This design comes from an exercise in tuning for small area on the open sky130 flow, not from production work. The RTL was checked by simulation tests, not by an equivalence proof against the original design. Power is estimated from default activity; no workload was simulated.

## ftsm_core
module ftsm_core (
    input  wire        clk,
    input  wire        rst,         
    input  wire        op_valid,
    output wire        op_ready,
    input  wire [23:0] op_word,
    output wire        eff_valid,
    input  wire        eff_ready,
    output wire [3:0]  eff_kind,
    output wire [15:0] eff_arg,
    output wire        done,
    output wire [15:0] ret_data
);
==> flow/config.mk <==
export PLATFORM = sky130hd
export DESIGN_NAME = ftsm_core
export DESIGN_NICKNAME = ftsm_core
export VERILOG_FILES = /design/flow/design.v
export SDC_FILE = /design/flow/constraint.sdc
export NUM_CORES = 4
export LEC_CHECK = 0
export ABC_AREA = 1
export CAP_MARGIN = 20
export CORE_MARGIN = 2
export CORE_UTILIZATION = 55
export PLACE_DENSITY = 0.7
export SLEW_MARGIN = 20
==> flow/constraint.sdc <==
create_clock -name core_clock -period 45.0 [get_ports {clk}]
set_input_delay 9.0000 -clock core_clock [delete_from_list [all_inputs] [get_ports {clk}]]
set_output_delay 9.0000 -clock core_clock [all_outputs]
set_load 0.01 [all_outputs]
run.sh (not shown) runs the stock make flow with config.mk's settings and CLKGATE_MAP_FILE= SYNTH_SCRIPT=/design/flow/synth_recipe.tcl, a recipe that flattens the netlist after the stock synthesis.
The baseline completed without violations.
Edit:
- CORE_UTILIZATION: 55 -> 40
- CTS_BUF_LIST: default -> sky130_fd_sc_hd__clkbuf_4 sky130_fd_sc_hd__clkbuf_8
- CTS_CLUSTER_SIZE: default -> 24
- PLACE_DENSITY: 0.7 -> 0.6
Effect: The changed run passed the timing, DRC and antenna checks. Worst setup slack gets better by 0.085 ns. Hold slack gets worse by 0.012 ns. Final cell count increases by 7.5%. Core utilization decreases by 17 points. Total power decreases by about 0.6%. Routed wire length increases by 3.3%. Die area increases by about 36%. Clock skew increases by 0.0041 ns. Synthesized area stays the same.
Edit:
==> flow/flow/run.sh (new file) <==
#!/bin/bash
# Standard ORFS layout (the standard.sh, unchanged synthesis), with two
# placement/CTS arguments changed:
#  - port buffers use the smallest buffer cell (buf_1) instead of the
#    default pick; every port still gets its own buffer;
#  - CTS uses clkbuf_4/clkbuf_8 with larger sink clusters and no dummy loads.
set -euo pipefail
export BUFFER_PORTS_ARGS="-buffer_cell sky130_fd_sc_hd__buf_1"
export CTS_ARGS="-sink_clustering_enable -repair_clock_nets -dont_use_dummy_load -buf_list {sky130_fd_sc_hd__clkbuf_4 sky130_fd_sc_hd__clkbuf_8} -sink_clustering_size 24"
bash standard.sh > flow_make.log 2>&1
==> flow/standard.sh (new file) <==
#!/bin/bash
# synth_recipe.tcl (not shown) runs the flow's synth.tcl, then flattens the netlist and writes it again
# the make line also repeats each setting of config.mk as NAME=value (left out here)
make -C /OpenROAD-flow-scripts/flow DESIGN_CONFIG=/design/flow/config.mk WORK_HOME=/design/flow/orfs CLKGATE_MAP_FILE= SYNTH_SCRIPT=/design/flow/synth_recipe.tcl "${@:-finish}"
- CTS_BUF_LIST: sky130_fd_sc_hd__clkbuf_4 sky130_fd_sc_hd__clkbuf_8 -> default
- CTS_CLUSTER_SIZE: 24 -> default
removed: flow/run.sh
The new run completed without violations.
First-iteration DRC count decreases by 6.5%.
Area after synthesis is unchanged.
Register-to-register slack is better by 0.02 ns.
Total power goes down by about 8%.
Worst hold slack got worse by 0.020 ns.
Worst setup slack is better by 0.39 ns.
Clock-buffer cell count goes down by 23.
Final area came out lower by 4.9%.

---

## red
ftsm_core, a different RTL version from the one above (not shown whole).
Size: ~67 I/O pins, about 11000 um^2 of cells after synthesis.
export LEC_CHECK = 0
export ABC_AREA = 1
export CAP_MARGIN = 20
export CORE_MARGIN = 2
export CORE_UTILIZATION = 40
export PLACE_DENSITY = 0.6
export SLEW_MARGIN = 20
create_clock -name core_clock -period 45.0 [get_ports {clk}]
standard.sh (not shown) runs the stock make flow with config.mk's settings and CLKGATE_MAP_FILE= SYNTH_SCRIPT=/design/flow/synth_recipe.tcl, a recipe that flattens the netlist after the stock synthesis.
==> flow/flow/run.sh <==
#!/bin/bash
# Standard ORFS layout (the standard.sh), with:
#  1. the standard synthesis, unchanged, then its combinational logic
#     re-mapped by ABC with a stronger area script (reopt.ys); every
#     flip-flop instance, its cell type and its nets are kept as they are;
#  2. port buffers of the smallest buffer cell (buf_1), one per port as before;
#  3. CTS with clkbuf_16 only, sink clusters of up to 30, a clkbuf_8 root and no dummy loads.
# Each tool's output goes to a log of its own in this folder.
set -euo pipefail
here=$(pwd)
res=$here/orfs/results/$FLOW_PLATFORM/ftsm_core/base
export BUFFER_PORTS_ARGS="-buffer_cell sky130_fd_sc_hd__buf_1"
export CTS_ARGS="-sink_clustering_enable -repair_clock_nets -dont_use_dummy_load -root_buf sky130_fd_sc_hd__clkbuf_8 -buf_list {sky130_fd_sc_hd__clkbuf_16} -sink_clustering_size 30 -sink_clustering_max_diameter 90"

# 1. standard synthesis up to the Yosys netlist
bash standard.sh "$res/1_2_yosys.v" > make_synth.log 2>&1
cp "$res/1_2_yosys.v" "$here/std_1_2_yosys.v"

# re-map the combinational logic
lib=$FLOW_HOME/platforms/$FLOW_PLATFORM/lib/sky130_fd_sc_hd__tt_025C_1v80.lib
dontuse=""
for c in $(cat flow/dont_use.txt); do dontuse="$dontuse -dont_use $c"; done
sed -e "s#@LIB@#$lib#g" -e "s#@DONTUSE@#$dontuse#g" -e "s#@IN@#$here/std_1_2_yosys.v#g" \
    -e "s#@OUT@#$here/reopt_1_2_yosys.v#g" -e "s#@SCRIPT@#$here/flow/area.abc#g" \
    flow/reopt.ys > reopt.ys
${YOSYS_EXE:-yosys} -s reopt.ys > reopt.log 2>&1
cp "$here/reopt_1_2_yosys.v" "$res/1_2_yosys.v"
touch "$res/1_2_yosys.v"

# 2./3. the rest of the standard layout
bash standard.sh > make_layout.log 2>&1
==> flow/flow/area.abc <==
strash
&get -n
&deepsyn -T 90
&put
dch -f
amap
strash
&get -n
&deepsyn -T 90
&put
dch -f
amap
topo
dnsize -c
==> flow/flow/reopt.ys <==
read_liberty -ignore_miss_func @LIB@
blackbox sky130_fd_sc_hd__*df* sky130_fd_sc_hd__*dl* sky130_fd_sc_hd__conb_1
read_verilog @IN@
hierarchy -check -top ftsm_core
flatten
rename -hide w:*.*
opt -purge
tee -o reopt_before.stat stat -liberty @LIB@
abc -script @SCRIPT@ -liberty @LIB@ @DONTUSE@
opt_clean -purge
hilomap -singleton -hicell sky130_fd_sc_hd__conb_1 HI -locell sky130_fd_sc_hd__conb_1 LO
insbuf -buf sky130_fd_sc_hd__buf_4 A X
opt_clean -purge
tee -o reopt_after.stat stat -liberty @LIB@
check
write_verilog -noattr -nohex -nodec @OUT@
Other scripts of this flow, unchanged in this note and not shown: flow/flow/dont_use.txt
Inputs modified between red and blue:
--- a/flow/flow/run.sh
+++ b/flow/flow/run.sh
@@ -6,3 +6,3 @@
 #  2. port buffers of the smallest buffer cell (buf_1), one per port as before;
-#  3. CTS with clkbuf_16 only, sink clusters of up to 30, a clkbuf_8 root and no dummy loads.
+#  3. CTS with clkbuf_16 only, sink clusters of up to 28 and no dummy loads.
 # Each tool's output goes to a log of its own in this folder.
@@ -12,3 +12,3 @@
 export BUFFER_PORTS_ARGS="-buffer_cell sky130_fd_sc_hd__buf_1"
-export CTS_ARGS="-sink_clustering_enable -repair_clock_nets -dont_use_dummy_load -root_buf sky130_fd_sc_hd__clkbuf_8 -buf_list {sky130_fd_sc_hd__clkbuf_16} -sink_clustering_size 30 -sink_clustering_max_diameter 90"
+export CTS_ARGS="-sink_clustering_enable -repair_clock_nets -dont_use_dummy_load -buf_list {sky130_fd_sc_hd__clkbuf_16} -sink_clustering_size 28 -sink_clustering_max_diameter 100"
 
--- a/flow/flow/area.abc
+++ b/flow/flow/area.abc
@@ -7,5 +7,2 @@
 strash
-&get -n
-&deepsyn -T 90
-&put
 dch -f
--- a/flow/config.mk
+++ b/flow/config.mk
@@ -8,6 +8,7 @@
 export ABC_AREA = 1
-export CAP_MARGIN = 20
+export CAP_MARGIN = 10
 export CORE_MARGIN = 2
 export CORE_UTILIZATION = 40
+export GPL_TIMING_DRIVEN = 0
 export PLACE_DENSITY = 0.6
-export SLEW_MARGIN = 20
+export SLEW_MARGIN = 10
## What came out
The hold slack of blue falls short of that of red by 0.0047 ns. First-pass GRT wire length ends up higher on red. Length of the first detailed-routing pass in iterations (higher): red. Relative to red, met3 wire length increased by about 1.8% in blue. [compare] base=red new=blue: switching fraction of total power shows an increase of 1.1 points, time the worst path needs with I/O delays and setup now larger, maximum frequency fell by 4.0%, die area about even. Relative to red, blue improves leakage power summed over all cells. red ended up with eff_arg[1] as its end point of the critical path; blue ended up with eff_arg[2]. The lower non-clock buffer count of red and blue is in blue.
Inputs modified between blue and green:
==> flow/flow/area.abc <==
strash
&get -n
&deepsyn -T 90
&put
dch -f
map -a
topo
dnsize -c
--- a/flow/flow/reopt.ys
+++ b/flow/flow/reopt.ys
@@ -5,3 +5,2 @@
 flatten
-rename -hide w:*.*
 opt -purge
--- a/flow/config.mk
+++ b/flow/config.mk
@@ -8,7 +8,6 @@
 export ABC_AREA = 1
-export CAP_MARGIN = 10
+export CAP_MARGIN = 20
 export CORE_MARGIN = 2
 export CORE_UTILIZATION = 40
-export GPL_TIMING_DRIVEN = 0
 export PLACE_DENSITY = 0.6
-export SLEW_MARGIN = 10
+export SLEW_MARGIN = 20
## What came out
Re clock power share: green is 0.6 points up on blue. Between green and blue, it is green whose setup slack is higher, by 1.23 ns. phase[0] as the origin of the worst setup path was reported by green, and fe_frame[14] by blue. Re number of detailed-routing iterations run before antenna repair: blue was lower than green. Higher via count was reported by green, not blue. In the metrics for blue and green, the one carrying the higher fraction of standard cell area that is sequential is blue. The post-route clock skew number comes out higher for green vs blue.
Relative to green, the following input files were edited for orange:
--- a/flow/flow/run.sh
+++ b/flow/flow/run.sh
@@ -6,3 +6,3 @@
 #  2. port buffers of the smallest buffer cell (buf_1), one per port as before;
-#  3. CTS with clkbuf_16 only, sink clusters of up to 28 and no dummy loads.
+#  3. CTS with clkbuf_16 only, sink clusters of up to 30, a clkbuf_8 root and no dummy loads.
 # Each tool's output goes to a log of its own in this folder.
@@ -12,3 +12,3 @@
 export BUFFER_PORTS_ARGS="-buffer_cell sky130_fd_sc_hd__buf_1"
-export CTS_ARGS="-sink_clustering_enable -repair_clock_nets -dont_use_dummy_load -buf_list {sky130_fd_sc_hd__clkbuf_16} -sink_clustering_size 28 -sink_clustering_max_diameter 100"
+export CTS_ARGS="-sink_clustering_enable -repair_clock_nets -dont_use_dummy_load -root_buf sky130_fd_sc_hd__clkbuf_8 -buf_list {sky130_fd_sc_hd__clkbuf_16} -sink_clustering_size 30 -sink_clustering_max_diameter 90"
 
--- a/flow/flow/area.abc
+++ b/flow/flow/area.abc
@@ -5,3 +5,6 @@
 dch -f
-map -a
+amap
+strash
+dch -f
+amap
 topo
--- a/flow/flow/reopt.ys
+++ b/flow/flow/reopt.ys
@@ -5,2 +5,3 @@
 flatten
+rename -hide w:*.*
 opt -purge
## What came out
Placed instance count (orange over green): decrease, 76. Delta (orange minus green): shortest period the worst path allows went up by 0.86 ns, die outline area now sits lower, count of clock-buffer cells in the layout now sits lower. Compared with green, post-synthesis instance area in orange decreased slightly. The core of orange is less densely filled than that of green. Per the comparison of orange with green, register share of total power saw an increase, area of the placeable core saw a decrease. orange ends up with higher sequential share of layout area than green does.
What purple does differently from orange at the input level:
--- a/flow/flow/run.sh
+++ b/flow/flow/run.sh
@@ -6,3 +6,3 @@
 #  2. port buffers of the smallest buffer cell (buf_1), one per port as before;
-#  3. CTS with clkbuf_16 only, sink clusters of up to 30, a clkbuf_8 root and no dummy loads.
+#  3. CTS with clkbuf_16 only, sink clusters of up to 28 and no dummy loads.
 # Each tool's output goes to a log of its own in this folder.
@@ -12,3 +12,3 @@
 export BUFFER_PORTS_ARGS="-buffer_cell sky130_fd_sc_hd__buf_1"
-export CTS_ARGS="-sink_clustering_enable -repair_clock_nets -dont_use_dummy_load -root_buf sky130_fd_sc_hd__clkbuf_8 -buf_list {sky130_fd_sc_hd__clkbuf_16} -sink_clustering_size 30 -sink_clustering_max_diameter 90"
+export CTS_ARGS="-sink_clustering_enable -repair_clock_nets -dont_use_dummy_load -buf_list {sky130_fd_sc_hd__clkbuf_16} -sink_clustering_size 28 -sink_clustering_max_diameter 100"
 
==> comparison <==
Against orange, purple comes in about 0.37% higher on power density over the cells.
orange → purple: number of vias per cell flat; register-to-register setup slack went up.

[what the ideal ports hide]
Ports are ideal in the flow. The routed layouts listed here were re-timed in OpenROAD. Step 1 (the two cells are an assumption about what drives the block):
set clk [get_ports {clk}]
set_driving_cell -lib_cell sky130_fd_sc_hd__clkbuf_16 $clk
set_driving_cell -lib_cell sky130_fd_sc_hd__buf_2 [delete_from_list [all_inputs] $clk]
Step 2 adds t to the input delays and takes it off the output delays; t is the mean of the earliest and latest rising clock arrival at the registers after step 1. Input paths then give back, and output paths get back, about the clock's delay inside the block. Slacks: ideal / step 1 / step 2; pairs: ideal / step 1.
run | shift t [ns] | setup WS [ns] | pins driven straight from the clock port
the first run of note 1 | 0.614 | 31.766 / 31.716 / 32.330 | 1
the second run of note 1 | 0.609 | 31.851 / 31.805 / 32.415 | 1
the third run of note 1 | 0.575 | 32.238 / 32.192 / 32.767 | 1
red | 0.578 | 31.625 / 31.581 / 32.159 | 1
blue | 0.525 | 31.073 / 31.028 / 31.553 | 1
green | 0.526 | 32.304 / 32.255 / 32.781 | 1
orange | 0.573 | 31.441 / 31.399 / 31.972 | 1
purple | 0.530 | 31.535 / 31.486 / 32.016 | 1
After both steps every run listed still meets setup and hold.
